Source: an optimization exercise on an open RTL-to-GDS flow (aim: small area, a short achievable clock period and few clock cycles). Production flows keep margins and buffers that such runs may drop. Only simulation tests tie the RTL to the original design; equivalence was not proved. Power is estimated from default activity; no workload was simulated.

`flow/design.v`:
```
module trpx_terse_enc (
    input  wire        clk,
    input  wire        rst,
    input  wire        start,
    output wire        start_ready,
    input  wire [6:0]  cfg_block,     
    input  wire        cfg_signed,    
    input  wire [6:0]  cfg_pb,        
    input  wire [15:0] cfg_n,         
    input  wire        in_valid,
    output wire        in_ready,
    input  wire [31:0] in_data,
    output wire        out_valid,
    input  wire        out_ready,
    output wire [31:0] out_data,
    output wire        out_last,
    output reg         done,
    output reg  [1:0]  done_err,      
    output reg  [21:0] done_bits      
);
    localparam K_BLK = 2'd0;      
    localparam K_BAD = 2'd1;      
    localparam K_END = 2'd2;      
    localparam QD = 3;            
    function [31:0] lowmask;
        input [5:0] w;
        integer k;
        begin
            for (k = 0; k < 32; k = k + 1)
                lowmask[k] = (w > k);
        end
    endfunction
    reg         start_rdy_r;
    reg         in_rdy_r;
    reg         i_act;           
    reg         i_sgn;
    reg  [5:0]  i_pb;
    reg  [5:0]  i_blk;
    reg  [15:0] i_frm_left;      
    reg  [5:0]  i_blk_left;      
    reg  [5:0]  i_bn;            
    reg         i_bfirst;        
    reg         i_ffirst;        
    reg         i_bad;
    reg  [4:0]  wr_ptr;          
    reg  [5:0]  occ;             
    reg         e_read_d;
    reg  [31:0] therm;           
    assign start_ready = start_rdy_r;
    assign in_ready    = in_rdy_r;
    wire start_fire = start && start_rdy_r;
    wire in_fire    = in_valid && in_rdy_r;
    reg  [31:0] i_hm;
    integer     m;
    always @(*)
        for (m = 0; m < 32; m = m + 1)
            i_hm[m] = (i_pb <= m + 1);
    wire        lg_uns = ~|(in_data & {i_hm[30:0], 1'b0});
    wire        lg_sgn = (~|(in_data & i_hm)) | (&(in_data | ~i_hm));
    wire        in_legal = i_sgn ? lg_sgn : lg_uns;
    wire        in_neg = i_sgn & in_data[31];
    wire [31:0] in_x   = in_data ^ {32{in_neg}};
    reg  [31:0] sm_or;           
    reg  [31:0] sm_and;          
    always @(*) begin
        sm_or = in_x;
        sm_or = sm_or | (sm_or >> 1);
        sm_or = sm_or | (sm_or >> 2);
        sm_or = sm_or | (sm_or >> 4);
        sm_or = sm_or | (sm_or >> 8);
        sm_or = sm_or | (sm_or >> 16);
        sm_and = {in_x[30:0], 1'b1};
        sm_and = sm_and & {sm_and[30:0], 1'b1};
        sm_and = sm_and & {sm_and[29:0], 2'b11};
        sm_and = sm_and & {sm_and[27:0], 4'hF};
        sm_and = sm_and & {sm_and[23:0], 8'hFF};
        sm_and = sm_and & {sm_and[15:0], 16'hFFFF};
    end
    wire [31:0] in_th = sm_or | (sm_and & {32{in_neg}});
    wire        blk_end  = (i_blk_left == 6'd1);
    wire        frm_end  = (i_frm_left == 16'd1);
    wire        bad_now  = (i_bad & ~i_bfirst) | ~in_legal;
    wire        close_fire = in_fire && blk_end;
    wire        frame_over = close_fire && (frm_end || bad_now);
    wire        cfg_bad_b  = (cfg_block == 7'd0) || (cfg_block > 7'd32);
    wire        cfg_bad_pb = (cfg_pb == 7'd0) || (cfg_pb > 7'd32);
    wire        cfg_empty  = cfg_bad_b || cfg_bad_pb || (cfg_n == 16'd0);
    wire [1:0]  cfg_err    = cfg_bad_b ? 2'd1 : cfg_bad_pb ? 2'd2 : 2'd0;
    wire        cfg_n_lt   = (cfg_n[15:6] == 10'd0) && (cfg_n[5:0] < cfg_block[5:0]);
    wire [5:0]  cfg_first_n = cfg_n_lt ? cfg_n[5:0] : cfg_block[5:0];
    wire        cfg_first1 = (cfg_n == 16'd1) || (cfg_block[5:0] == 6'd1);
    wire        new_item   = close_fire || (start_fire && cfg_empty);
    wire [15:0] frm_left_after = i_frm_left - 16'd1;
    wire        frm_le_blk = (i_frm_left[15:6] == 10'd0) && (i_frm_left[5:0] <= i_blk);
    wire [5:0]  next_blk_n = frm_le_blk ? (i_frm_left[5:0] - 6'd1) : i_blk;
    wire        next_blk1  = (i_frm_left == 16'd2) || (i_blk == 6'd1);
    reg  [31:0] rd_oh;           
    reg  [31:0] e_raw;
    wire [1023:0] vflat;
    genvar gi;
    generate
        for (gi = 0; gi < 32; gi = gi + 1) begin : vb
            reg [31:0] v;
            always @(posedge clk)
                if (wr_ptr == gi && in_rdy_r)
                    v <= in_data;
            assign vflat[gi*32 +: 32] = v;
        end
    endgenerate
    integer j;
    always @(*) begin
        e_raw = 32'd0;
        for (j = 0; j < 32; j = j + 1)
            e_raw = e_raw | (vflat[j*32 +: 32] & {32{rd_oh[j]}});
    end
    reg         c_vld;
    reg  [1:0]  c_kind;
    reg  [1:0]  c_err;
    reg         c_last;
    reg         c_first;
    reg  [5:0]  c_n;
    wire [31:0] s_th  = i_sgn ? ({therm[30:0], therm[0]} & lowmask(i_pb)) : therm;
    wire [32:0] s_edg = {1'b0, s_th} ^ {s_th, 1'b1};      
    reg  [5:0]  s_bin;
    integer k;
    always @(*) begin
        s_bin = 6'd0;
        for (k = 1; k <= 32; k = k + 1)
            if (s_edg[k]) s_bin = s_bin | k[5:0];
    end
    localparam DW = 18;
    wire [DW-1:0] c_desc = {c_kind, c_err, c_last, c_first, c_n,
                            (c_kind == K_BLK) ? s_bin : 6'd0};
    reg  [DW-1:0] q [0:QD-1];
    reg  [QD-1:0] qv;
    reg           h_hdr;         
    reg  [1:0]    x_cnt;         
    wire [1:0]  h_kind  = q[0][17:16];
    wire [1:0]  h_err   = q[0][15:14];
    wire        h_last  = q[0][13];
    wire        h_first = q[0][12];
    wire [5:0]  h_n     = q[0][11:6];
    wire [5:0]  h_s     = q[0][5:0];
    wire        h_vld   = qv[0];
    reg  [5:0]  prev_s;          
    reg         f_vld;
    reg  [43:0] f_data;
    reg  [5:0]  f_len;
    reg         f_nz;            
    reg         f_end;
    reg  [1:0]  f_err;
    wire        f_acc;
    wire        f_free  = !f_vld || f_acc;
    wire        e_go    = h_vld && f_free;
    wire        e_isend = (h_kind == K_END);
    wire        e_lastv = (h_n == 6'd1);
    wire        e_pop   = e_go && (e_isend || e_lastv);
    wire        e_read  = e_go && !e_isend;
    wire        e_hdr   = h_hdr && (h_kind == K_BLK);
    wire [5:0]  e_pv = h_first ? 6'd0 : prev_s;
    wire [1:0]  h_ht = (h_s == e_pv) ? 2'd0 : (h_s < 6'd7) ? 2'd1 : (h_s < 6'd10) ? 2'd2 : 2'd3;
    wire [31:0] e_v = e_raw & lowmask(h_s);
    reg  [11:0] e_h;
    reg  [3:0]  e_hl;
    always @(*) begin
        case (h_ht)
            2'd0: begin e_h = 12'd1;                               e_hl = 4'd1;  end
            2'd1: begin e_h = {8'd0, h_s[2:0], 1'b0};              e_hl = 4'd4;  end
            2'd2: begin e_h = {6'd0, h_s[1:0] - 2'd3, 4'b1110};    e_hl = 4'd6;  end
            default: begin e_h = {h_s - 6'd10, 6'b111110};         e_hl = 4'd12; end
        endcase
    end
    reg  [43:0] e_data;
    always @(*) begin
        if (!e_hdr)
            e_data = {12'd0, e_v};
        else case (h_ht)
            2'd0:    e_data = {11'd0, e_v, 1'b1};
            2'd1:    e_data = {8'd0, e_v, e_h[3:0]};
            2'd2:    e_data = {6'd0, e_v, e_h[5:0]};
            default: e_data = {e_v, e_h};
        endcase
    end
    wire [5:0]  e_len = h_s + (e_hdr ? {2'd0, e_hl} : 6'd0);
    wire        e_nz  = e_hdr || (h_s != 6'd0);
    wire        e_end = e_isend || (e_lastv && (h_last || h_kind == K_BAD));
    wire [1:0]  e_err = (h_kind == K_BAD) ? 2'd3 : (h_kind == K_END) ? h_err : 2'd0;
    reg  [74:0] acc;
    reg  [6:0]  cnt;
    reg         flushing;
    reg  [1:0]  p_err;
    reg  [21:0] p_bits;
    reg  [31:0] w0, w1;
    reg         w0_v, w1_v, w0_l, w1_l;
    reg         pend;            
    assign out_valid = w0_v;
    assign out_data  = w0;
    assign out_last  = w0_l;
    wire   pop       = w0_v && out_ready;
    wire   f_bits    = f_vld && f_nz;
    wire   c_z5      = (cnt[4:0] == 5'd0);
    wire   c_lt32    = !cnt[6] && !cnt[5];
    wire   c_gt32    = cnt[6] || (cnt[5] && !c_z5);
    wire   c_eq32    = !cnt[6] && cnt[5] && c_z5;
    wire   c_le32    = c_lt32 || c_eq32;
    wire   c_zero    = c_lt32 && c_z5;
    wire   wrd_rdy   = flushing ? (!c_zero && (c_gt32 || !pend))
                                : (c_gt32 || (c_eq32 && f_bits));
    wire   prod      = wrd_rdy && !w1_v;                  
    wire   prod_l    = flushing && c_le32;                
    wire   fin0      = flushing && c_zero && !w0_v;       
    wire   fin       = (prod && prod_l) || fin0;
    assign f_acc = f_vld && !flushing &&
                   (!f_nz || c_lt32 || (!cnt[6] && prod));
    wire [74:0] acc_sh  = prod ? {32'd0, acc[74:32]} : acc;
    wire [74:0] f_sh    = {31'd0, f_data} << cnt[4:0];
    wire [74:0] acc_nx  = acc_sh | (f_acc ? f_sh : 75'd0);
    wire [6:0]  cnt_add = cnt + {1'b0, f_len};
    wire [6:0]  cnt_nx  = f_acc ? (prod ? cnt_add - 7'd32 : cnt_add)
                                : (prod ? cnt - 7'd32     : cnt);
    wire [21:0] p_add   = p_bits + {16'd0, f_len};
    reg         i_act_nx;
    reg  [5:0]  i_blk_left_nx;
    reg         i_bl1_nx;        
    always @(*) begin
        i_act_nx      = i_act;
        i_blk_left_nx = i_blk_left;
        i_bl1_nx      = blk_end;
        if (start_fire) begin
            i_act_nx      = !cfg_empty;
            i_blk_left_nx = cfg_first_n;
            i_bl1_nx      = cfg_first1;
        end else if (in_fire) begin
            if (frame_over)
                i_act_nx = 1'b0;
            if (blk_end) begin
                i_blk_left_nx = next_blk_n;
                i_bl1_nx      = next_blk1;
            end else begin
                i_blk_left_nx = i_blk_left - 6'd1;
                i_bl1_nx      = (i_blk_left == 6'd2);
            end
        end
    end
    wire [QD-1:0] qv_sh  = e_pop ? (qv >> 1) : qv;
    wire [QD-1:0] qv_in  = {qv_sh[QD-2:0], 1'b1};     
    wire [5:0]    occ_nx = (in_fire && !e_read_d) ? occ + 6'd1 :
                           (!in_fire && e_read_d) ? occ - 6'd1 : occ;
    wire [1:0]    x_nx   = (c_vld && !e_pop) ? x_cnt + 2'd1 :
                           (!c_vld && e_pop) ? x_cnt - 2'd1 : x_cnt;
    wire          x_room = ({1'b0, x_nx} + {2'd0, close_fire}) < QD;
    integer qi;
    always @(posedge clk) begin
        if (rst) begin
            start_rdy_r <= 1'b1;
            in_rdy_r    <= 1'b0;
            i_act       <= 1'b0;
            wr_ptr      <= 5'd0;
            rd_oh       <= 32'd1;
            occ         <= 6'd0;
            e_read_d    <= 1'b0;
            c_vld       <= 1'b0;
            qv          <= {QD{1'b0}};
            x_cnt       <= 2'd0;
            h_hdr       <= 1'b1;
            f_vld       <= 1'b0;
            acc         <= 75'd0;
            cnt         <= 7'd0;
            flushing    <= 1'b0;
            p_bits      <= 22'd0;
            w0_v        <= 1'b0;
            w1_v        <= 1'b0;
            pend        <= 1'b0;
            done        <= 1'b0;
        end else begin
            i_act      <= i_act_nx;
            i_blk_left <= i_blk_left_nx;
            in_rdy_r   <= i_act_nx && !occ_nx[5] && (!i_bl1_nx || x_room);
            start_rdy_r <= !i_act_nx && !start_fire && x_room;
            occ        <= occ_nx;
            e_read_d   <= e_read;
            if (start_fire) begin
                i_sgn      <= cfg_signed;
                i_pb       <= cfg_pb[5:0];
                i_blk      <= cfg_block[5:0];
                i_frm_left <= cfg_n;
                i_bn       <= cfg_first_n;
                i_bfirst   <= 1'b1;
                i_ffirst   <= 1'b1;
            end else if (in_fire) begin
                i_frm_left <= frm_left_after;
                i_bfirst   <= blk_end;
                if (blk_end) begin
                    i_ffirst <= 1'b0;
                    i_bn     <= next_blk_n;
                end
            end
            if (in_fire) begin
                wr_ptr <= wr_ptr + 5'd1;
                i_bad  <= bad_now;
                therm  <= (i_bfirst ? 32'd0 : therm) | in_th;
            end
            c_vld <= new_item;
            if (start_fire) begin
                c_kind <= K_END;
                c_err  <= cfg_err;
            end else begin
                c_kind <= bad_now ? K_BAD : K_BLK;
                c_err  <= 2'd3;
            end
            c_last  <= frm_end;
            c_first <= i_ffirst;
            c_n     <= i_bn;
            if (e_pop) begin
                for (qi = 0; qi < QD - 1; qi = qi + 1)
                    q[qi] <= q[qi + 1];
            end else if (e_go) begin
                q[0][11:6] <= h_n - 6'd1;
            end
            if (c_vld) begin
                for (qi = QD - 1; qi >= 0; qi = qi - 1)
                    if (!qv_sh[qi] && qv_in[qi])
                        q[qi] <= c_desc;
            end
            qv    <= c_vld ? {qv_sh[QD-2:0], 1'b1} : qv_sh;
            x_cnt <= x_nx;
            if (e_pop)
                h_hdr <= 1'b1;
            else if (e_go)
                h_hdr <= 1'b0;
            if (e_read)
                rd_oh <= {rd_oh[30:0], rd_oh[31]};
            if (e_pop && h_kind == K_BLK)
                prev_s <= h_s;
            if (f_free) begin
                f_vld  <= e_go;
                f_data <= e_data;
                f_len  <= e_len;
                f_nz   <= e_nz;
                f_end  <= e_end;
                f_err  <= e_err;
            end
            if (fin) begin
                acc       <= 75'd0;
                cnt       <= 7'd0;
                flushing  <= 1'b0;
                p_bits    <= 22'd0;
                done_err  <= p_err;
                done_bits <= p_bits;
            end else begin
                acc <= acc_nx;
                cnt <= cnt_nx;
                if (f_acc) begin
                    p_bits <= p_add;
                    if (f_end) begin
                        flushing <= 1'b1;
                        p_err    <= f_err;
                    end
                end
            end
            if (!w0_v || pop) begin
                if (w1_v) begin
                    w0   <= w1;
                    w0_l <= w1_l;
                end else begin
                    w0   <= acc[31:0];
                    w0_l <= prod_l;
                end
                w0_v <= w1_v || prod;
                w1_v <= 1'b0;
            end else if (prod) begin
                w1   <= acc[31:0];
                w1_l <= prod_l;
                w1_v <= 1'b1;
            end
            if (prod && prod_l)
                pend <= 1'b1;
            else if (pop && w0_l)
                pend <= 1'b0;
            done <= (pop && w0_l) || fin0;
        end
    end
endmodule
```
`flow/run.sh`:
```
#!/bin/bash
# synth_recipe.tcl (not shown) runs the flow's synth.tcl, then flattens the netlist and writes it again
# the make line also repeats each setting of config.mk as NAME=value (left out here)
make -C /OpenROAD-flow-scripts/flow DESIGN_CONFIG=/design/flow/config.mk WORK_HOME=/design/flow/orfs CLKGATE_MAP_FILE= SYNTH_SCRIPT=/design/flow/synth_recipe.tcl finish
```
`flow/config.mk`:
```
export PLATFORM = sky130hd
export DESIGN_NAME = trpx_terse_enc
export DESIGN_NICKNAME = trpx_terse_enc
export VERILOG_FILES = /design/flow/design.v
export SDC_FILE = /design/flow/constraint.sdc
export NUM_CORES = 4
export LEC_CHECK = 0
export CAP_MARGIN = 20
export CORE_MARGIN = 5
export CORE_UTILIZATION = 40
export PLACE_DENSITY = 0.6
export SETUP_SLACK_MARGIN = 5
export SLEW_MARGIN = 20
```
`flow/constraint.sdc`:
```
create_clock -name core_clock -period 8.0 [get_ports {clk}]
set_input_delay 1.6000 -clock core_clock [delete_from_list [all_inputs] [get_ports {clk}]]
set_output_delay 1.6000 -clock core_clock [all_outputs]
set_load 0.01 [all_outputs]
```
==> key figures, run 1 <==
Worst setup path
  • Crit-path leading delay family: compound AO/OA/AOI/OAI gates
  • Crit-path cells: buf_12 -> buf_12 -> or4_4 -> o22ai_4 -> o2111ai_4 -> nor4_4 -> a21boi_4 -> a21boi_4 -> a21boi_4 -> o2111ai_1
  • Worst Setup Start Kind: input port
  • Crit path DAT: ~3.8 ns
  • Critical path endpoint category: flip-flop
  • Worst path slowest cell: or4_4
  • CP Buf/Inv Count: 2
  • R2r setup slk: roughly 5.0 ns
  • Worst Path Max Fanout: 4
  • Most frequent CP cell: a21boi_4
  • Worst Setup Path Type: in -> reg
  • Req. time, crit path: roughly 8.5 ns
  • CP peak stage delay: 0.55 ns

Layout
  • Util after Layout: 49.0%
  • Nets: 5198
  • Commonest non-fill, non-tap cell in the layout: edfxtp_1
  • Share of post-route cells with drive strength above 1: 20.8%
  • Layout area overhead: 22.2%
  • Most frequent cells in the layout: 1318 x edfxtp_1, 408 x nand2_1, 375 x a22oi_1

Timing
  • Worst Tran Pin Value: 1.16 ns
  • RSZ-0062 raised after global routing: yes
  • Final worst slack: 4.69 ns
  • Final-report max-slew violation count: 0
  • Clock period minus worst slack: ~3.3 ns
  • Relative slew slack: 22.2%
  • Final Hold Viols: 0
  • Tcrit/Tclk final: between 40% and 50%
  • Setup_tns: 0 ns
  • WHS: 0.407 ns
  • Fmax achieved: 302 MHz
  • Layout Skew: roughly 0.069 ns
  • Final Setup Violations: 0

Clock network
  • Worst-path clk slew: 0.06 ns
  • CTS Sinks: between 1000 and 1500
  • Clock buffer depth: 3
  • Num CTS Buffers: 155
  • CTS tree: yes
  • H-tree Lvls: 4
  • Hold_buf cts: 0
  • Skew-Pair Late Insertion Delay: 0.83 ns
  • Clock root cell: clkbuf_16

Power
  • Clock share of power: about two fifths
  • Power density over cell area: 237 nW/um2
  • Psw: 4800 uW
  • Flop pwr share: 47.8%
  • Comb pwr share: 12.7%
  • Pleak: ~0.026 uW
  • Maximum vdd drop: approximately 0.27 mV
  • Switching Share: 26.1%
  • PnR Total Power: 18400 uW
  • P_int: 13600 uW

Synthesis
  • Synth Area in XOR/XNOR: 1.33%
  • Syn Inst Count: 4744
  • Post-synthesis sequential area ratio: 67.7%
  • Synthesized area: 63300 um2
  • Fraction of the mapped netlist area in simple logic gates: 8.95%
  • Adder-cell share of the synthesized area: 1.34%
  • Area leader, netlist: edfxtp_1
  • Yosys cell types: 91
  • #FFs+latches synth: 1482
  • Warnings from Yosys: 2
  • Top_reg_cell synth: edfxtp_1
  • Synth top area cells: edfxtp_1 62%, dfxtp_1 5.2%, a22oi_1 4.5%
  • Syn nets: 4878
  • Number of enable flip-flop cells after synthesis: about 1300
  • Post-synthesis mux area share: between 3 and 4%
  • Syn avg cell area: between 10 and 15 um2
  • Complex-gate fraction of the synthesized area: 14.1%
  • Top-area cell type share of the netlist area: 62.5%
  • Largest family of logic cells by synthesized area: compound AO/OA/AOI/OAI gates
  • Fraction of registers with async set/reset: 0%

Global route
  • Grt ovf: 0
  • Antenna violations before repair: 5
  • GRT Util Overall: between 20% and 30%
  • Global-route wire length before repair: 319000 um
  • Largest net degree at the start of global routing: 97
  • Number of global-route vias before repair: 43200

Drt
  • DRT Pass-1 Iters: 7
  • Iteration-0 DRC Markers: 6866
  • Via count: about 46000
  • DR WL/cell: 31.7 um
  • Post-route DRC: 0
  • Vias per cell: 6.35
  • Total Wirelength: 231000 um
  • DRT antenna net count: 0

Die
  • Die X: 408 um
  • Initial Util: 40.1%
  • Die area: 166000 um2
  • Core Region: about 160000 um2
  • Row count: 146
  • I/O Pins: 129
  • Die H: 408 um

Placed design
  • Placer Congestion: 0.876
  • IO buf count: between 100 and 150
  • Final HPWL DP: 125000 um
  • DP Worst Slack: 2.87 ns

Hold path
  • HP Class: reg -> reg

Flow run
  • Max Cap Violations: 0

Outcome
  • Outcome: no timing/DRC/antenna violations
## power groups by stage
stage	clock (uW)	sequential (uW)	combinational, uW
final	7250	8780	2330
after global routing	7650	8800	2480
after CTS	7310	8790	2150
after detailed placement	0	8970	1960
after global placement	0	8960	1950
after floorplan	0	8910	1230
## metrics by stage
step / cell area [um2] / instances
4_1_cts: 75300 / 7140
6_report: 77400 / 7269
5_1_grt: 77400 / 7259
3_5_place_dp: 67500 / 6751
3_3_place_gp: 67500 / 6751
2_1_floorplan: 63800 / 4744
## flip-flops by register name (all words and copies together) (netlist names), 32 cells and up
register,count
acc,75
f_data,44
q,54
rd_oh,32
therm,32
vb.v,1024
w0,32
w1,32
## metal layers
layer / global-route usage, % / vias to the layer above / wire, um
met3: 6.55 / 595 / 28400
met2: 40.9 / 3016 / 104000
met5: 0 / - / 13
met1: 35.2 / 23200 / 86400
met4: 10.9 / 2 / 12100
li1: - / 19300 / -
## layout make-up
class                           instances  area [um2]
Antenna cell                           10        25.0
Tap cell                             2072        2590
Sequential cell                      1482       43000
Timing Repair inverter                  3        22.5
Multi-Input combinational cell       2836       20500
Fill cell                           13500       80400
Clock buffer                          194        4130
Clock inverter                         86        1000
Inverter                               95         403
Timing Repair Buffer                  491        5780
## synthesized netlist by cell type (72+ instances only)
cell and instances:
edfxtp_1 1318, nand2_1 416, nor2_1 402, a22oi_1 377, clkbuf_1 255, dfxtp_1 164
a21oi_1 157, o21ai_0 150, nand4_1 115, a221oi_1 101, mux2i_1 100, inv_1 93
a22o_1 92, a31oi_1 74, nand3_1 72
## worst paths after layout
path / startpoint / end / cells past startpoint
max reg2reg: i_pb[5] / q[0][4] / 10
min reg2reg: f_err[1] / p_err[1] / 0
min: f_err[1] / p_err[1] / 0
max: in_data[30] / therm[3] / 10
## cell families (layout without fill, tap and decap cells)
group / Yosys count / in the layout
multiplexers: 196 / 196
buffers and inverters: 429 / 869
XOR/XNOR: 96 / 96
AO/OA/AOI/OAI: 1231 / 1232
flip-flops: 1482 / 1482
adder cells (fa/ha/maj): 66 / 66
AND/OR/NAND/NOR: 1244 / 1246
other: 0 / 10
## repair_timing
| item | 4_1_cts | 5_1_grt |
|---|---|---|
| pin swaps | 46 | 75 |
| setup endpoints to repair | 486 | 357 |
| gates resized for setup | 668 | 183 |
| setup buffers | 75 | 105 |
| cloned | 34 | 14 |
Testbench counts, summed over its fixed seeds: cycles 9,255.
==> inputs of run 2 (changes only) <==
--- a/flow/design.v
+++ b/flow/design.v
@@ -45,5 +45,4 @@
     reg  [4:0]  wr_ptr;          
     reg  [5:0]  occ;             
-    reg         e_read_d;
     reg  [31:0] therm;           
     assign start_ready = start_rdy_r;
@@ -53,29 +52,32 @@
     reg  [31:0] i_hm;
     integer     m;
-    always @(*)
-        for (m = 0; m < 32; m = m + 1)
-            i_hm[m] = (i_pb <= m + 1);
     wire        lg_uns = ~|(in_data & {i_hm[30:0], 1'b0});
     wire        lg_sgn = (~|(in_data & i_hm)) | (&(in_data | ~i_hm));
     wire        in_legal = i_sgn ? lg_sgn : lg_uns;
     wire        in_neg = i_sgn & in_data[31];
-    wire [31:0] in_x   = in_data ^ {32{in_neg}};
-    reg  [31:0] sm_or;           
-    reg  [31:0] sm_and;          
+    reg  [31:0] pt_or;           
+    reg  [31:0] pt_and;          
+    reg  [31:0] pb_or;           
     always @(*) begin
-        sm_or = in_x;
-        sm_or = sm_or | (sm_or >> 1);
-        sm_or = sm_or | (sm_or >> 2);
-        sm_or = sm_or | (sm_or >> 4);
-        sm_or = sm_or | (sm_or >> 8);
-        sm_or = sm_or | (sm_or >> 16);
-        sm_and = {in_x[30:0], 1'b1};
-        sm_and = sm_and & {sm_and[30:0], 1'b1};
-        sm_and = sm_and & {sm_and[29:0], 2'b11};
-        sm_and = sm_and & {sm_and[27:0], 4'hF};
-        sm_and = sm_and & {sm_and[23:0], 8'hFF};
-        sm_and = sm_and & {sm_and[15:0], 16'hFFFF};
+        pt_or  = in_data;
+        pt_or  = pt_or | (pt_or >> 1);
+        pt_or  = pt_or | (pt_or >> 2);
+        pt_or  = pt_or | (pt_or >> 4);
+        pt_or  = pt_or | (pt_or >> 8);
+        pt_or  = pt_or | (pt_or >> 16);
+        pt_and = in_data;
+        pt_and = pt_and & {1'b1, pt_and[31:1]};
+        pt_and = pt_and & {2'b11, pt_and[31:2]};
+        pt_and = pt_and & {4'hF, pt_and[31:4]};
+        pt_and = pt_and & {8'hFF, pt_and[31:8]};
+        pt_and = pt_and & {16'hFFFF, pt_and[31:16]};
+        pb_or  = {in_data[30:0], 1'b0};
+        pb_or  = pb_or | (pb_or << 1);
+        pb_or  = pb_or | (pb_or << 2);
+        pb_or  = pb_or | (pb_or << 4);
+        pb_or  = pb_or | (pb_or << 8);
+        pb_or  = pb_or | (pb_or << 16);
     end
-    wire [31:0] in_th = sm_or | (sm_and & {32{in_neg}});
+    wire [31:0] in_th = in_neg ? ~(pt_and & pb_or) : pt_or;
     wire        blk_end  = (i_blk_left == 6'd1);
     wire        frm_end  = (i_frm_left == 16'd1);
@@ -199,5 +201,5 @@
     wire   pop       = w0_v && out_ready;
     wire   f_bits    = f_vld && f_nz;
-    wire   c_z5      = (cnt[4:0] == 5'd0);
+    reg    c_z5;                                       
     wire   c_lt32    = !cnt[6] && !cnt[5];
     wire   c_gt32    = cnt[6] || (cnt[5] && !c_z5);
@@ -217,4 +219,5 @@
     wire [74:0] acc_nx  = acc_sh | (f_acc ? f_sh : 75'd0);
     wire [6:0]  cnt_add = cnt + {1'b0, f_len};
+    wire        z5_nx   = f_acc ? (cnt_add[4:0] == 5'd0) : c_z5;
     wire [6:0]  cnt_nx  = f_acc ? (prod ? cnt_add - 7'd32 : cnt_add)
                                 : (prod ? cnt - 7'd32     : cnt);
@@ -245,8 +248,14 @@
     wire [QD-1:0] qv_sh  = e_pop ? (qv >> 1) : qv;
     wire [QD-1:0] qv_in  = {qv_sh[QD-2:0], 1'b1};     
-    wire [5:0]    occ_nx = (in_fire && !e_read_d) ? occ + 6'd1 :
-                           (!in_fire && e_read_d) ? occ - 6'd1 : occ;
-    wire [1:0]    x_nx   = (c_vld && !e_pop) ? x_cnt + 2'd1 :
-                           (!c_vld && e_pop) ? x_cnt - 2'd1 : x_cnt;
+    wire [5:0]    occ_nx = (in_fire && !e_read) ? occ + 6'd1 :
+                           (!in_fire && e_read) ? occ - 6'd1 : occ;
+    wire          occ_lt31 = !occ[5] && occ[4:0] != 5'd31;
+    wire          occ_eq31 = !occ[5] && occ[4:0] == 5'd31;
+    wire          occ_room = occ_lt31 || (occ_eq31 && (e_read || !in_fire)) ||
+                             (occ[5] && e_read && !in_fire);
+    wire          c_push = c_vld && !qv_sh[QD-1];
+    wire          c_hold = c_vld && qv_sh[QD-1];
+    wire [1:0]    x_nx   = (c_push && !e_pop) ? x_cnt + 2'd1 :
+                           (!c_push && e_pop) ? x_cnt - 2'd1 : x_cnt;
     wire          x_room = ({1'b0, x_nx} + {2'd0, close_fire}) < QD;
     integer qi;
@@ -259,5 +268,4 @@
             rd_oh       <= 32'd1;
             occ         <= 6'd0;
-            e_read_d    <= 1'b0;
             c_vld       <= 1'b0;
             qv          <= {QD{1'b0}};
@@ -267,4 +275,5 @@
             acc         <= 75'd0;
             cnt         <= 7'd0;
+            c_z5        <= 1'b1;
             flushing    <= 1'b0;
             p_bits      <= 22'd0;
@@ -276,11 +285,12 @@
             i_act      <= i_act_nx;
             i_blk_left <= i_blk_left_nx;
-            in_rdy_r   <= i_act_nx && !occ_nx[5] && (!i_bl1_nx || x_room);
-            start_rdy_r <= !i_act_nx && !start_fire && x_room;
+            in_rdy_r   <= i_act_nx && occ_room && (!i_bl1_nx || x_room);
+            start_rdy_r <= !i_act_nx && !start_fire && !c_hold;
             occ        <= occ_nx;
-            e_read_d   <= e_read;
             if (start_fire) begin
                 i_sgn      <= cfg_signed;
                 i_pb       <= cfg_pb[5:0];
+                for (m = 0; m < 32; m = m + 1)
+                    i_hm[m] <= (cfg_pb[5:0] <= m + 1);
                 i_blk      <= cfg_block[5:0];
                 i_frm_left <= cfg_n;
@@ -301,15 +311,17 @@
                 therm  <= (i_bfirst ? 32'd0 : therm) | in_th;
             end
-            c_vld <= new_item;
-            if (start_fire) begin
-                c_kind <= K_END;
-                c_err  <= cfg_err;
-            end else begin
-                c_kind <= bad_now ? K_BAD : K_BLK;
-                c_err  <= 2'd3;
+            c_vld <= new_item || c_hold;
+            if (!c_hold) begin
+                if (start_fire) begin
+                    c_kind <= K_END;
+                    c_err  <= cfg_err;
+                end else begin
+                    c_kind <= bad_now ? K_BAD : K_BLK;
+                    c_err  <= 2'd3;
+                end
+                c_last  <= frm_end;
+                c_first <= i_ffirst;
+                c_n     <= i_bn;
             end
-            c_last  <= frm_end;
-            c_first <= i_ffirst;
-            c_n     <= i_bn;
             if (e_pop) begin
                 for (qi = 0; qi < QD - 1; qi = qi + 1)
@@ -318,10 +330,10 @@
                 q[0][11:6] <= h_n - 6'd1;
             end
-            if (c_vld) begin
+            if (c_push) begin
                 for (qi = QD - 1; qi >= 0; qi = qi - 1)
                     if (!qv_sh[qi] && qv_in[qi])
                         q[qi] <= c_desc;
             end
-            qv    <= c_vld ? {qv_sh[QD-2:0], 1'b1} : qv_sh;
+            qv    <= c_push ? {qv_sh[QD-2:0], 1'b1} : qv_sh;
             x_cnt <= x_nx;
             if (e_pop)
@@ -344,4 +356,5 @@
                 acc       <= 75'd0;
                 cnt       <= 7'd0;
+                c_z5      <= 1'b1;
                 flushing  <= 1'b0;
                 p_bits    <= 22'd0;
@@ -351,4 +364,5 @@
                 acc <= acc_nx;
                 cnt <= cnt_nx;
+                c_z5 <= z5_nx;
                 if (f_acc) begin
                     p_bits <= p_add;
==> key figures, run 2 <==
Synthesis
  • Post-synthesis sequential area ratio: 67.9% (+0.20 points)
  • Top_reg_cell synth: edfxtp_1
  • Count leader, synth: edfxtp_1
  • Top-area cell type share of the netlist area: 62.8% (+0.29 points)
  • Number of enable flip-flop cells after synthesis: 1350 (+2.4%)
  • Synth top cells by count: 1350 x edfxtp_1, 396 x nand2_1, 351 x a22oi_1
  • Syn nets: 4890 (+0.25%)
  • Syn Inst Count: 4755 (+0.23%)
  • Warnings from Yosys: 2 (unchanged)
  • Syn avg cell area: 13.6 um2 (+1.7%)
  • Fraction of registers with async set/reset: 0% (unchanged)
  • #FFs+latches synth: 1514 (+2.2%)
  • Synth top area cells: edfxtp_1 63%, dfxtp_1 5.1%, a22oi_1 4.1%
  • Area leader, netlist: edfxtp_1
  • Synthesized area: 64600 um2 (+1.9%)
  • Yosys cell types: 103 (+13%)

Power
  • Flop pwr share: 48.8% (+1.0 points)
  • Pleak: 0.0254 uW (-0.80%)
  • P_int: 13800 uW (+1.4%)
  • Psw: 4620 uW (-3.6%)
  • Comb pwr share: 11.3% (-1.4 points)
  • Maximum vdd drop: 0.250 mV (-7.3%)
  • Switching Share: 25.2% (-0.96 points)
  • Power density over cell area: 236 nW/um2 (-0.53%)
  • Clock share of power: 39.9% (+0.4 points)

Timing
  • Final Hold Viols: 0 (unchanged)
  • Layout Skew: 0.0694 ns (+0.000871 ns)
  • Tcrit/Tclk final: 38.8% (-2.5 points)
  • Final Setup Violations: 0 (unchanged)
  • Clock period minus worst slack: 3.10 ns (-0.203 ns)
  • Setup_tns: 0 ns (unchanged)
  • RSZ-0062 raised after global routing: yes
  • Fmax achieved: 322 MHz (+6.5%)
  • Final-report max-slew violation count: 0 (unchanged)
  • Worst Tran Pin Value: 1.03 ns (-0.130 ns)
  • WHS: 0.417 ns (+0.00994 ns)
  • Relative slew slack: 31.0% (+8.7 points)

Layout
  • Layout area overhead: 20.7%
  • Post-route insts no fill: 7308 (+0.54%)
  • Max reg flops: 1024 (unchanged)
  • Biggest regs: vb.v x1024, acc x75, q x54
  • Largest Register: vb.v
  • Most frequent cells in the layout: 1350 x edfxtp_1, 387 x nand2_1, 351 x a22oi_1
  • Nets: 5157 (-0.79%)
  • Share of post-route cells with drive strength above 1: 20.5% (-0.28 points)
  • Commonest non-fill, non-tap cell in the layout: edfxtp_1
  • Fill cells: 13800 (+1.7%)
  • Fin area: 77900 um2 (+0.65%)

Clock network
  • Worst-path clk slew: 0.06 ns (about the same)
  • Num CTS Buffers: 156 (+0.65%)
  • H-tree Lvls: 4 (unchanged)
  • CTS Sinks: 1514 (+2.2%)
  • Clock buffer depth: 3 (unchanged)
  • Clock root cell: clkbuf_16
  • CTS tree: yes
  • Skew-Pair Late Insertion Delay: 0.84 ns (about the same)

Die
  • Row count: 147 (+0.68%)
  • Die X: 412 um (+0.95%)
  • Die H: 412 um (+0.95%)
  • Die area: 170000 um2 (+1.9%)
  • I/O Pins: 129 (unchanged)
  • Initial Util: 40.2% (+0.084 points)
  • Core Region: 161000 um2 (+1.7%)

Drt
  • Via count: 45900 (-0.43%)
  • DRT Pass-1 Iters: 10 (+3)
  • Total Wirelength: 226000 um (-1.9%)
  • Vias per cell: 6.29 (-0.96%)
  • Iteration-0 DRC Markers: 7535 (+9.7%)
  • DR WL/cell: 30.9 um (-2.4%)
  • DRT antenna net count: 0 (unchanged)
  • Post-route DRC: 0 (unchanged)

Global route
  • Number of global-route vias before repair: 43200 (-0.17%)
  • GRT Util Overall: 25.8% (-0.45 points)
  • Grt ovf: 0 (unchanged)
  • Largest net degree at the start of global routing: 97 (unchanged)
  • Global-route wire length before repair: 317000 um (-0.53%)
  • Antenna violations before repair: 4 (-1)

Placed design
  • Placer Congestion: 0.893 (+1.9%)
  • Post-DP Area: 68900 um2 (+2.1%)
  • Final HPWL DP: 124000 um (-1.0%)
  • Dpl cells: 6840 (+1.3%)
  • IO buf count: 128 (unchanged)

Hold path
  • HP Class: reg -> reg

Worst setup path
  • Worst Setup Start Kind: flip-flop
  • Crit path DAT: 3.62 ns (-0.21 ns)
  • Worst Setup Path Type: reg -> reg
  • Worst Path Max Fanout: 24 (+20)
  • Req. time, crit path: 8.52 ns (about the same)
  • Critical path endpoint category: flip-flop

Flow run
  • Max Cap Violations: 0 (unchanged)

Outcome
  • Outcome: no timing/DRC/antenna violations
run 2: logic make-up after synthesis:
logic type	share of synthesized area, %
and+or+nand+nor	8.80
DFF	67.9
muxes	3.69
xor gates and xnor gates	1.17
buffers and inverters	2.71
AOI/OAI and AO/OA	14.4
adders and majority gates	1.34
run 2: repair_timing:
action | 4_1_cts | 5_1_grt
cloned | 44 | 4
pin swaps | 44 | 61
endpoints found under the setup margin | 251 | 152
resized for setup | 633 | 142
setup buffers | 91 | 45
hold buffers | 0 | 0
hold endpoints to repair | 0 | 0
run 2: path summary, 6_finish.rpt:
check / start / endpoint / slack (ns) / cells past startpoint
max: rd_oh[7] / f_data[19] / 4.90 / 8
min: i_bn[1] / c_n[1] / 0.42 / 0
max reg2reg: rd_oh[7] / f_data[19] / 4.90 / 8
min reg2reg: i_bn[1] / c_n[1] / 0.42 / 0
run 2: per-layer routing:
layer  global-route usage [%]  routed length, um  vias up
met3                     5.60              25900      503
li1                         -                  -    19400
met5                        0                 11        -
met4                     11.7              11600        2
met2                     39.9             102000     2996
met1                     34.9              86300    23100
run 2: cell type report:
| type | instances | area (um2) | area share, % |
|---|---|---|---|
| flip-flops and latches | 1514 | 43900 | 56.4 |
| multi-input cells | 2805 | 20500 | 26.3 |
| repair buffers | 447 | 5140 | 6.59 |
| clock buffers | 200 | 4200 | 5.39 |
| well taps | 2160 | 2700 | 3.47 |
| clock inverters | 82 | 1000 | 1.29 |
| inverters | 92 | 402 | 0.516 |
| repair inverters | 6 | 41.3 | 0.0530 |
| diodes | 2 | 5.00 | 0.00642 |
run 2: power by group through the flow:
stage | Sequential, uW | Combinational, uW | Clock (uW)
after global placement | 9160 | 1770 | 0
final | 8970 | 2070 | 7340
after floorplan | 9090 | 1170 | 0
after global routing | 8990 | 2220 | 7740
after detailed placement | 9170 | 1770 | 0
after CTS | 8970 | 1990 | 7390
run 2: per-stage QoR:
stage	total power, uW	worst slack, ns	util, %
after floorplan	10300	4.56	-
after global placement	10900	3.33	42.9
after detailed placement	10900	3.23	42.9
after CTS	18300	4.87	47.9
after global routing	18900	4.79	48.5
final	18400	4.90	48.5
run 2: critical path: stages, from the launching register on:
cell	delay (ns)
dfxtp_4	0.43
buf_12	0.23
a22o_1	0.23
a221oi_1	0.21
nand4_1	0.71
a2bb2oi_4	0.43
a222oi_1	0.32
and2_1	0.17
o21ai_1	0.07
Testbench counts of run 2, summed over its fixed seeds: cycles 9,222.
==> inputs of run 3 (changes only) <==
--- a/flow/config.mk
+++ b/flow/config.mk
@@ -8,6 +8,8 @@
 export CAP_MARGIN = 20
 export CORE_MARGIN = 5
-export CORE_UTILIZATION = 40
-export PLACE_DENSITY = 0.6
+export CORE_UTILIZATION = 60
+export CTS_CLUSTER_DIAMETER = 80
+export CTS_CLUSTER_SIZE = 24
+export PLACE_DENSITY = 0.72
 export SETUP_SLACK_MARGIN = 5
 export SLEW_MARGIN = 20
==> key figures, run 3 <==
Synthesis
  • Number of enable flip-flop cells after synthesis: 1350 (unchanged)
  • Synthesized area: 64600 um2 (unchanged)
  • Area leader, netlist: edfxtp_1
  • Syn Inst Count: 4755 (unchanged)
  • Synth top area cells: edfxtp_1 63%, dfxtp_1 5.1%, a22oi_1 4.1%
  • Syn nets: 4890 (unchanged)
  • Top-area cell type share of the netlist area: 62.8% (unchanged)
  • Synth top cells by count: 1350 x edfxtp_1, 396 x nand2_1, 351 x a22oi_1
  • Post-synthesis sequential area ratio: 67.9% (unchanged)
  • Syn avg cell area: 13.6 um2 (unchanged)
  • #FFs+latches synth: 1514 (unchanged)
  • Yosys cell types: 103 (unchanged)
  • Top_reg_cell synth: edfxtp_1
  • Fraction of registers with async set/reset: 0% (unchanged)
  • Warnings from Yosys: 2 (unchanged)
  • Count leader, synth: edfxtp_1

Drt
  • DRT antenna net count: 0 (unchanged)
  • Total Wirelength: 214000 um (-5.2%)
  • Post-route DRC: 0 (unchanged)
  • Iteration-0 DRC Markers: 7793 (+3.4%)
  • DRT Pass-1 Iters: 10 (unchanged)
  • Via count: 46100 (+0.39%)
  • DR WL/cell: 33.7 um (+8.8%)
  • Vias per cell: 7.24 (+15%)

Hold path
  • Hold path cells: 0 (unchanged)
  • Hold Startpoint: f_err[1]
  • Hold Crit Endpoint: p_err[1]
  • HP Class: reg -> reg

Power
  • Pleak: 0.0240 uW (-5.4%)
  • Power density over cell area: 209 nW/um2 (-12%)
  • PnR Total Power: 15400 uW (-16%)
  • Maximum vdd drop: 0.194 mV (-22%)

Worst setup path
  • Crit path DAT: 3.70 ns (+0.08 ns)
  • Crit-path leading delay family: simple AND/OR/NAND/NOR gates
  • RR Endpoint: in_rdy_r
  • Critical path endpoint category: flip-flop
  • R2R cell count: 16 (+8)
  • Worst Setup Start Kind: flip-flop
  • R2R Path Start: cnt[6]
  • Worst path slowest cell: dfxtp_2
  • R2r setup slk: 4.90 ns (about the same)
  • CP Buf/Inv Count: 3 (+2)
  • Worst Path Max Fanout: 4 (-83%)
  • Crit-path cells: inv_4 -> ha_4 -> and3_4 -> nor3_4 -> a21boi_4 -> buf_6 -> o211ai_4 -> buf_12 -> or3_4 -> and3b_1 -> nor2_2 -> ha_1 -> a21oi_2 -> nor2_1 -> a31o_2 -> a211oi_2
  • CP peak stage delay: 0.37 ns (-0.34 ns)
  • Req. time, crit path: 8.60 ns (+0.08 ns)
  • Worst Setup Path Type: reg -> reg

Clock network
  • Skew-Pair Late Insertion Delay: 0.69 ns (-0.15 ns)
  • Num CTS Buffers: 77 (-51%)
  • CTS Sinks: 1514 (unchanged)
  • CTS tree: yes
  • Clock root cell: clkbuf_16
  • Clock buffer depth: 3 (unchanged)
  • H-tree Lvls: 3 (-1)
  • Worst-path clk slew: 0.10 ns (+0.04 ns)

Layout
  • Fin area: 74000 um2 (-5.0%)
  • Share of post-route cells with drive strength above 1: 17.2% (-3.4 points)
  • Max reg flops: 1024 (unchanged)
  • Fill cells: 7265 (-47%)
  • Layout area overhead: 14.6%
  • Biggest regs: vb.v x1024, acc x75, q x54
  • Nets: 5065 (-1.8%)
  • Commonest non-fill, non-tap cell in the layout: edfxtp_1
  • Most frequent cells in the layout: 1350 x edfxtp_1, 386 x nand2_1, 348 x a22oi_1
  • Largest Register: vb.v

Outcome
  • Outcome: no timing/DRC/antenna violations

Placed design
  • Final HPWL DP: 116000 um (-6.8%)
  • Post-DP Area: 67900 um2 (-1.5%)
  • Placer Congestion: 0.906 (+1.5%)
  • IO buf count: 128 (unchanged)

Timing
  • Relative slew slack: 27.0% (-4.0 points)
  • Worst Tran Pin Value: 1.09 ns (+0.0591 ns)
  • Fmax achieved: 323 MHz (+0.27%)
  • Tcrit/Tclk final: 38.7% (-0.10 points)
  • Final Setup Violations: 0 (unchanged)
  • Clock period minus worst slack: 3.10 ns (-0.00833 ns)
  • Layout Skew: 0.0216 ns (-0.0478 ns)
  • Final-report max-slew violation count: 0 (unchanged)
  • RSZ-0062 raised after global routing: yes
  • Final Hold Viols: 0 (unchanged)
  • Setup_tns: 0 ns (unchanged)

Flow run
  • Max Cap Violations: 0 (unchanged)

Global route
  • Global-route wire length before repair: 303000 um (-4.5%)
  • Grt ovf: 0 (unchanged)
  • Largest net degree at the start of global routing: 79 (-19%)
  • Antenna violations before repair: 7 (+3)
  • GRT Util Overall: 36.7% (+11 points)
  • Number of global-route vias before repair: 43400 (+0.49%)

Die
  • I/O Pins: 129 (unchanged)
  • Row count: 120 (-18%)
  • Die H: 338 um (-18%)
  • Die area: 114000 um2 (-33%)
  • Core Region: 107000 um2 (-33%)
  • Die X: 338 um (-18%)
  • Initial Util: 60.3% (+20 points)
## run 3: through the flow
stage | utilization [%] | cells | hold WS (ns) | setup slack [ns]
final | 69.1 | 6371 | 0.426 | 4.90
after global routing | 69.1 | 6366 | 0.445 | 4.78
after CTS | 68.3 | 6329 | 0.431 | 4.88
after detailed placement | 63.5 | 6070 | 0.405 | 3.03
after global placement | 63.4 | 6069 | 0.406 | 3.01
after floorplan | - | 4755 | 0.400 | 4.56
## run 3: worst max-delay path by stage
stage	start	to	slack, ns	cells past startpoint
detailed placement	in_data[5]	therm[25]	3.03	8
finish	cnt[6]	in_rdy_r	4.90	16
floorplan	in_data[3]	therm[30]	4.56	7
CTS	q[0][0]	f_len[5]	4.88	14
global placement	in_data[5]	therm[25]	3.01	8
global route	cnt[6]	in_rdy_r	4.78	16
## run 3: cells by family (layout without fill, tap and decap cells)
| kind of cell | count (synthesis) | after routing | share of synthesized area (%) |
|---|---|---|---|
| fa+ha+maj | 67 | 67 | 1.34 |
| mux | 179 | 179 | 3.69 |
| simple gates | 1186 | 1187 | 8.80 |
| other cells | 0 | 5 | 0 |
| buf+inv | 437 | 643 | 2.71 |
| compound gates | 1286 | 1287 | 14.4 |
| flops | 1514 | 1514 | 67.9 |
| xor+xnor | 86 | 86 | 1.17 |
## run 3: area by class of cell
cell class	instances	area, um2	share of cell area (%)
inverters	92	405	0.548
diodes	5	12.5	0.0169
flip-flops and latches	1514	43900	59.3
well taps	1403	1760	2.37
repair buffers	431	5270	7.11
repair inverters	8	48.8	0.0659
multi-input cells	2806	20400	27.5
clock buffers	97	2070	2.79
clock inverters	15	193	0.260
## run 3: metal layers
metal | track usage (%) | vias up | part of all wire, % | routed length [um]
li1 | - | 19100 | - | -
met1 | 50.2 | 22600 | 35 | 75800
met2 | 55.3 | 3743 | 44 | 94600
met3 | 10.6 | 702 | 15 | 31400
met4 | 16.8 | 2 | 5.9 | 12600
met5 | 0 | - | 0.0037 | 8
## run 3: what timing repair did
item	in CTS	in global routing
endpoints found under the hold margin	0	0
hold buffers	0	0
resized for setup	446	168
gates cloned	52	4
pin swaps	46	60
setup buffers	95	32
endpoints found under the setup margin	332	141
## run 3: power by group
group	internal, uW	total (uW)	leakage (uW)	switching (uW)
clock	1870	4370	0.00110	2500
sequential	8810	8950	0.0136	142
combinational	826	2120	0.00928	1290
total	11500	15400	0.0240	3930
==> inputs of run 4 (changes only) <==
--- a/flow/design.v
+++ b/flow/design.v
@@ -16,11 +16,11 @@
     output wire        out_last,
     output reg         done,
-    output reg  [1:0]  done_err,      
-    output reg  [21:0] done_bits      
+    output wire [1:0]  done_err,      
+    output wire [21:0] done_bits      
 );
     localparam K_BLK = 2'd0;      
     localparam K_BAD = 2'd1;      
     localparam K_END = 2'd2;      
-    localparam QD = 3;            
+    localparam QD = 2;            
     function [31:0] lowmask;
         input [5:0] w;
@@ -35,5 +35,4 @@
     reg         i_act;           
     reg         i_sgn;
-    reg  [5:0]  i_pb;
     reg  [5:0]  i_blk;
     reg  [15:0] i_frm_left;      
@@ -45,4 +44,5 @@
     reg  [4:0]  wr_ptr;          
     reg  [5:0]  occ;             
+    reg         e_read_d;        
     reg  [31:0] therm;           
     assign start_ready = start_rdy_r;
@@ -122,5 +122,5 @@
     reg         c_first;
     reg  [5:0]  c_n;
-    wire [31:0] s_th  = i_sgn ? ({therm[30:0], therm[0]} & lowmask(i_pb)) : therm;
+    wire [31:0] s_th  = i_sgn ? ({therm[30:0], therm[0]} & ~{i_hm[30:0], 1'b0}) : therm;
     wire [32:0] s_edg = {1'b0, s_th} ^ {s_th, 1'b1};      
     reg  [5:0]  s_bin;
@@ -131,6 +131,9 @@
             if (s_edg[k]) s_bin = s_bin | k[5:0];
     end
-    localparam DW = 18;
-    wire [DW-1:0] c_desc = {c_kind, c_err, c_last, c_first, c_n,
+    reg  [5:0]  c_prev_s;
+    wire        c_eq  = s_edg[c_first ? 6'd0 : c_prev_s];
+    wire [1:0]  c_ht  = c_eq ? 2'd0 : !s_th[6] ? 2'd1 : !s_th[9] ? 2'd2 : 2'd3;
+    localparam DW = 19;
+    wire [DW-1:0] c_desc = {c_kind, c_err, c_last, c_n, c_ht,
                             (c_kind == K_BLK) ? s_bin : 6'd0};
     reg  [DW-1:0] q [0:QD-1];
@@ -138,12 +141,11 @@
     reg           h_hdr;         
     reg  [1:0]    x_cnt;         
-    wire [1:0]  h_kind  = q[0][17:16];
-    wire [1:0]  h_err   = q[0][15:14];
-    wire        h_last  = q[0][13];
-    wire        h_first = q[0][12];
-    wire [5:0]  h_n     = q[0][11:6];
+    wire [1:0]  h_kind  = q[0][18:17];
+    wire [1:0]  h_err   = q[0][16:15];
+    wire        h_last  = q[0][14];
+    wire [5:0]  h_n     = q[0][13:8];
+    wire [1:0]  h_ht    = q[0][7:6];
     wire [5:0]  h_s     = q[0][5:0];
     wire        h_vld   = qv[0];
-    reg  [5:0]  prev_s;          
     reg         f_vld;
     reg  [43:0] f_data;
@@ -160,6 +162,4 @@
     wire        e_read  = e_go && !e_isend;
     wire        e_hdr   = h_hdr && (h_kind == K_BLK);
-    wire [5:0]  e_pv = h_first ? 6'd0 : prev_s;
-    wire [1:0]  h_ht = (h_s == e_pv) ? 2'd0 : (h_s < 6'd7) ? 2'd1 : (h_s < 6'd10) ? 2'd2 : 2'd3;
     wire [31:0] e_v = e_raw & lowmask(h_s);
     reg  [11:0] e_h;
@@ -213,6 +213,8 @@
     wire   fin0      = flushing && c_zero && !w0_v;       
     wire   fin       = (prod && prod_l) || fin0;
-    assign f_acc = f_vld && !flushing &&
+    assign f_acc = f_vld && !flushing && !pend &&
                    (!f_nz || c_lt32 || (!cnt[6] && prod));
+    assign done_err  = p_err;
+    assign done_bits = p_bits;
     wire [74:0] acc_sh  = prod ? {32'd0, acc[74:32]} : acc;
     wire [74:0] f_sh    = {31'd0, f_data} << cnt[4:0];
@@ -222,5 +224,6 @@
     wire [6:0]  cnt_nx  = f_acc ? (prod ? cnt_add - 7'd32 : cnt_add)
                                 : (prod ? cnt - 7'd32     : cnt);
-    wire [21:0] p_add   = p_bits + {16'd0, f_len};
+    wire [21:0] p_base  = done ? 22'd0 : p_bits;
+    wire [21:0] p_add   = p_base + {16'd0, f_len};
     reg         i_act_nx;
     reg  [5:0]  i_blk_left_nx;
@@ -248,10 +251,10 @@
     wire [QD-1:0] qv_sh  = e_pop ? (qv >> 1) : qv;
     wire [QD-1:0] qv_in  = {qv_sh[QD-2:0], 1'b1};     
-    wire [5:0]    occ_nx = (in_fire && !e_read) ? occ + 6'd1 :
-                           (!in_fire && e_read) ? occ - 6'd1 : occ;
-    wire          occ_lt31 = !occ[5] && occ[4:0] != 5'd31;
-    wire          occ_eq31 = !occ[5] && occ[4:0] == 5'd31;
-    wire          occ_room = occ_lt31 || (occ_eq31 && (e_read || !in_fire)) ||
-                             (occ[5] && e_read && !in_fire);
+    wire [5:0]    occ_nx = (in_fire && !e_read_d) ? occ + 6'd1 :
+                           (!in_fire && e_read_d) ? occ - 6'd1 : occ;
+    wire [6:0]    occ_lim  = 7'd31 + {6'd0, e_read_d} - {6'd0, in_fire};
+    wire          occ_room0 = {1'b0, occ} <= occ_lim;
+    wire          occ_room1 = {1'b0, occ} <= occ_lim + 7'd1;
+    wire          occ_room  = e_read ? occ_room1 : occ_room0;
     wire          c_push = c_vld && !qv_sh[QD-1];
     wire          c_hold = c_vld && qv_sh[QD-1];
@@ -268,4 +271,5 @@
             rd_oh       <= 32'd1;
             occ         <= 6'd0;
+            e_read_d    <= 1'b0;
             c_vld       <= 1'b0;
             qv          <= {QD{1'b0}};
@@ -288,7 +292,7 @@
             start_rdy_r <= !i_act_nx && !start_fire && !c_hold;
             occ        <= occ_nx;
+            e_read_d   <= e_read;
             if (start_fire) begin
                 i_sgn      <= cfg_signed;
-                i_pb       <= cfg_pb[5:0];
                 for (m = 0; m < 32; m = m + 1)
                     i_hm[m] <= (cfg_pb[5:0] <= m + 1);
@@ -328,6 +332,8 @@
                     q[qi] <= q[qi + 1];
             end else if (e_go) begin
-                q[0][11:6] <= h_n - 6'd1;
+                q[0][13:8] <= h_n - 6'd1;
             end
+            if (c_push && c_kind == K_BLK)
+                c_prev_s <= s_bin;
             if (c_push) begin
                 for (qi = QD - 1; qi >= 0; qi = qi - 1)
@@ -343,6 +349,4 @@
             if (e_read)
                 rd_oh <= {rd_oh[30:0], rd_oh[31]};
-            if (e_pop && h_kind == K_BLK)
-                prev_s <= h_s;
             if (f_free) begin
                 f_vld  <= e_go;
@@ -358,7 +362,4 @@
                 c_z5      <= 1'b1;
                 flushing  <= 1'b0;
-                p_bits    <= 22'd0;
-                done_err  <= p_err;
-                done_bits <= p_bits;
             end else begin
                 acc <= acc_nx;
@@ -366,5 +367,4 @@
                 c_z5 <= z5_nx;
                 if (f_acc) begin
-                    p_bits <= p_add;
                     if (f_end) begin
                         flushing <= 1'b1;
@@ -388,4 +388,5 @@
                 w1_v <= 1'b1;
             end
+            p_bits <= f_acc ? p_add : p_base;
             if (prod && prod_l)
                 pend <= 1'b1;
==> key figures, run 4 <==
Outcome
  • Outcome: no timing/DRC/antenna violations

Layout
  • Most frequent cells in the layout: 1304 x edfxtp_1, 352 x nand2_1, 313 x a22oi_1
  • Layout area overhead: 15.3%
  • Biggest regs: vb.v x1024, acc x75, f_data x44
  • Max reg flops: 1024 (unchanged)
  • Share of post-route cells with drive strength above 1: 17.0% (-0.18 points)
  • Post-route insts no fill: 6263 (-1.7%)
  • Largest Register: vb.v
  • Commonest non-fill, non-tap cell in the layout: edfxtp_1
  • Nets: 4988 (-1.5%)

Clock network
  • Worst-path clk slew: 0.10 ns (about the same)
  • H-tree Lvls: 3 (unchanged)
  • Clock root cell: clkbuf_16
  • CTS tree: yes
  • Clock buffer depth: 3 (unchanged)
  • Skew-Pair Late Insertion Delay: 0.71 ns (+0.02 ns)
  • CTS Sinks: 1468 (-3.0%)
  • Num CTS Buffers: 74 (-3.9%)

Global route
  • Grt ovf: 0 (unchanged)
  • Antenna violations before repair: 5 (-2)
  • Global-route wire length before repair: 297000 um (-2.0%)
  • Largest net degree at the start of global routing: 85 (+7.6%)
  • Number of global-route vias before repair: 41800 (-3.6%)
  • GRT Util Overall: 36.6% (-0.098 points)

Drt
  • DRT Pass-1 Iters: 10 (unchanged)
  • Top sig layer: met5
  • Met3 WL: 31900 um (+1.4%)
  • DR WL/cell: 33.7 um (about the same)
  • Post-route DRC: 0 (unchanged)
  • DRT antenna net count: 0 (unchanged)
  • DR WL met2: 92300 um (-2.5%)
  • Iteration-0 DRC Markers: 7650 (-1.8%)
  • Total Wirelength: 211000 um (-1.7%)
  • M1 WL: 74900 um (-1.3%)
  • Via count: 44800 (-2.9%)
  • Vias per cell: 7.15 (-1.2%)

Synthesis
  • Count leader, synth: edfxtp_1
  • Number of enable flip-flop cells after synthesis: 1304 (-3.4%)
  • Post-synthesis sequential area ratio: 67.4% (-0.50 points)
  • Syn Inst Count: 4663 (-1.9%)
  • Synth top cells by count: 1304 x edfxtp_1, 365 x nand2_1, 346 x nor2_1
  • Syn avg cell area: 13.5 um2 (-0.50%)
  • Syn nets: 4810 (-1.6%)
  • Synthesized area: 63000 um2 (-2.4%)
  • Top_reg_cell synth: edfxtp_1
  • Fraction of registers with async set/reset: 0% (unchanged)
  • Yosys cell types: 98 (-4.9%)
  • Area leader, netlist: edfxtp_1
  • Top-area cell type share of the netlist area: 62.2% (-0.63 points)
  • Synth top area cells: edfxtp_1 62%, dfxtp_1 5.2%, a22oi_1 3.8%
  • Warnings from Yosys: 2 (unchanged)
  • #FFs+latches synth: 1468 (-3.0%)

Die
  • Die X: 334 um (-1.2%)
  • Die H: 334 um (-1.2%)
  • Initial Util: 60.6% (+0.30 points)
  • I/O Pins: 129 (unchanged)
  • Row count: 118 (-1.7%)
  • Die area: 112000 um2 (-2.4%)
  • Core Region: 104000 um2 (-2.9%)

Timing
  • Worst Tran Pin Value: 1.13 ns (+0.0387 ns)
  • WHS: 0.429 ns (+0.00296 ns)
  • Tcrit/Tclk final: 40.2% (+1.5 points)
  • Relative slew slack: 24.4% (-2.6 points)
  • Clock period minus worst slack: 3.22 ns (+0.120 ns)
  • RSZ-0062 raised after global routing: yes
  • Final Setup Violations: 0 (unchanged)
  • Setup_tns: 0 ns (unchanged)
  • Final-report max-slew violation count: 0 (unchanged)
  • Layout Skew: 0.0340 ns (+0.0124 ns)
  • Final Hold Viols: 0 (unchanged)
  • Fmax achieved: 311 MHz (-3.7%)

Worst setup path
  • RR Endpoint: f_data[26]
  • Req. time, crit path: 8.46 ns (-0.14 ns)
  • Crit-path leading delay family: simple AND/OR/NAND/NOR gates
  • R2R cell count: 9 (-7)
  • CP peak stage delay: 0.53 ns (+0.16 ns)
  • CP Buf/Inv Count: 1 (-2)
  • Worst path slowest cell: or4_4
  • Worst setup path startpoint: in_data[26]
  • Crit path DAT: 3.67 ns (-0.03 ns)
  • R2R Path Start: rd_oh[28]
  • Crit-path cells: buf_4 -> or4_4 -> or3_4 -> nor3_4 -> and3_4 -> nand2_4 -> nor4b_4 -> o21ai_1
  • Worst Setup Path Type: in -> reg
  • R2r setup slk: 5.00 ns (+0.10 ns)
  • Worst Setup Start Kind: input port
  • Critical path endpoint category: flip-flop
  • Worst Path Max Fanout: 10 (+6)

Power
  • Maximum vdd drop: 0.176 mV (-9.3%)
  • Pleak: 0.0244 uW (+1.5%)
  • Power density over cell area: 208 nW/um2 (-0.25%)

Hold path
  • HP Class: reg -> reg
  • Hold Crit Endpoint: c_n[3]
  • Hold Startpoint: i_bn[3]
  • Hold path cells: 0 (unchanged)

Placed design
  • IO buf count: 128 (unchanged)
  • Final HPWL DP: 120000 um (+3.5%)
  • Placer Congestion: 0.924 (+2.0%)
  • Dpl cells: 5990 (-1.3%)

Flow run
  • Max Cap Violations: 0 (unchanged)
## run 4: metal layers
layer	vias up	track usage (%)
li1	18500	-
met1	21900	50.1
met2	3641	55.1
met3	704	10.9
met4	6	16.5
met5	-	0
## run 4: power breakdown
part	internal (uW)	switching, uW
sequential	8530	157
clock	1900	2440
combinational	794	1290
## run 4: worst max-delay path by stage
stage                            to  slack, ns  cells after the start
after floorplan            therm[5]       4.51                      8
after global placement    therm[19]       2.82                      9
after detailed placement  therm[19]       2.81                      9
after CTS                  therm[5]       4.90                      9
after global routing       therm[5]       4.78                      9
final                      therm[5]       4.78                      8
## run 4: stage by stage
step / setup WS, ns / util [%] / instance area, um2 / power [uW]
floorplan: 4.51 / - / 63500 / 9980
global placement: 2.82 / 63.9 / 66400 / 10600
detailed placement: 2.81 / 63.9 / 66500 / 10700
CTS: 4.90 / 68.6 / 71300 / 15000
global route: 4.78 / 69.9 / 72600 / 15600
finish: 4.78 / 69.9 / 72600 / 15100
## run 4: kinds of logic (layout without fill, tap and decap cells)
family	after synthesis	after routing	share of synthesized area (%)
other	0	3	0
buffers and inverters	431	646	2.64
and+or+nand+nor	1165	1166	8.76
xor gates and xnor gates	117	117	1.63
DFF	1468	1468	67.4
adders and majority gates	79	79	1.62
muxes	208	208	4.26
AOI/OAI and AO/OA	1195	1196	13.7
## run 4: final cells by class
cell class	count	area [um2]
flip-flops and latches	1468	42600
fillers	7020	31300
multi-input cells	2766	20400
repair buffers	416	5180
clock buffers	96	1980
well taps	1380	1730
inverters	114	463
clock inverters	19	307
diodes	3	7.51
repair inverters	1	5.00
## run 4: worst reg2reg max path, cell delays in order (launching register included)
cell,delay [ns]
dfxtp_4,0.48
buf_6,0.28
a22o_1,0.29
a221oi_1,0.33
nand4_1,0.38
a2bb2oi_2,0.32
a222oi_1,0.33
nor2_1,0.08
a21oi_1,0.15
o21ai_1,0.07
## run 4: repair_timing
action / CTS / global route
hold buffers: 0 / 0
pin swaps: 37 / 75
resized for setup: 457 / 233
setup endpoints to repair: 245 / 244
gates cloned: 40 / 11
setup buffers: 51 / 52
Testbench counts of run 4, summed over its fixed seeds: cycles 9,255.

[static timing again, ports no longer ideal]
No port has a modelled driver above. Below, the same layouts with a new extraction and two added sets of constraints.
Step 1: set_driving_cell puts a clkbuf_16 on clk and a buf_2 on each other input, an assumption about the parent block.
Step 2, shift: input delay + t, output delay - t, t = (earliest + latest rising clock arrival at the registers) / 2. This alone moves slack from input paths to output paths.
Slacks: ideal / step 1 / step 2; pairs: ideal / step 1.
| run | shift t [ns] | setup WS [ns] | worst register clock-pin slew, ns |
|---|---|---|---|
| run 1 | 0.873 | 4.694 / 4.699 / 3.825 | 0.07 / 0.07 |
| run 2 | 0.873 | 4.896 / 4.896 / 4.133 | 0.07 / 0.07 |
| run 3 | 0.750 | 4.905 / 4.905 / 4.283 | 0.10 / 0.10 |
| run 4 | 0.758 | 4.784 / 4.816 / 4.058 | 0.10 / 0.10 |
After both steps every run listed still meets setup and hold. For run 1, which loses most, drivers alone change the setup slack by +0.005 ns; drivers and shift together by -0.869 ns.
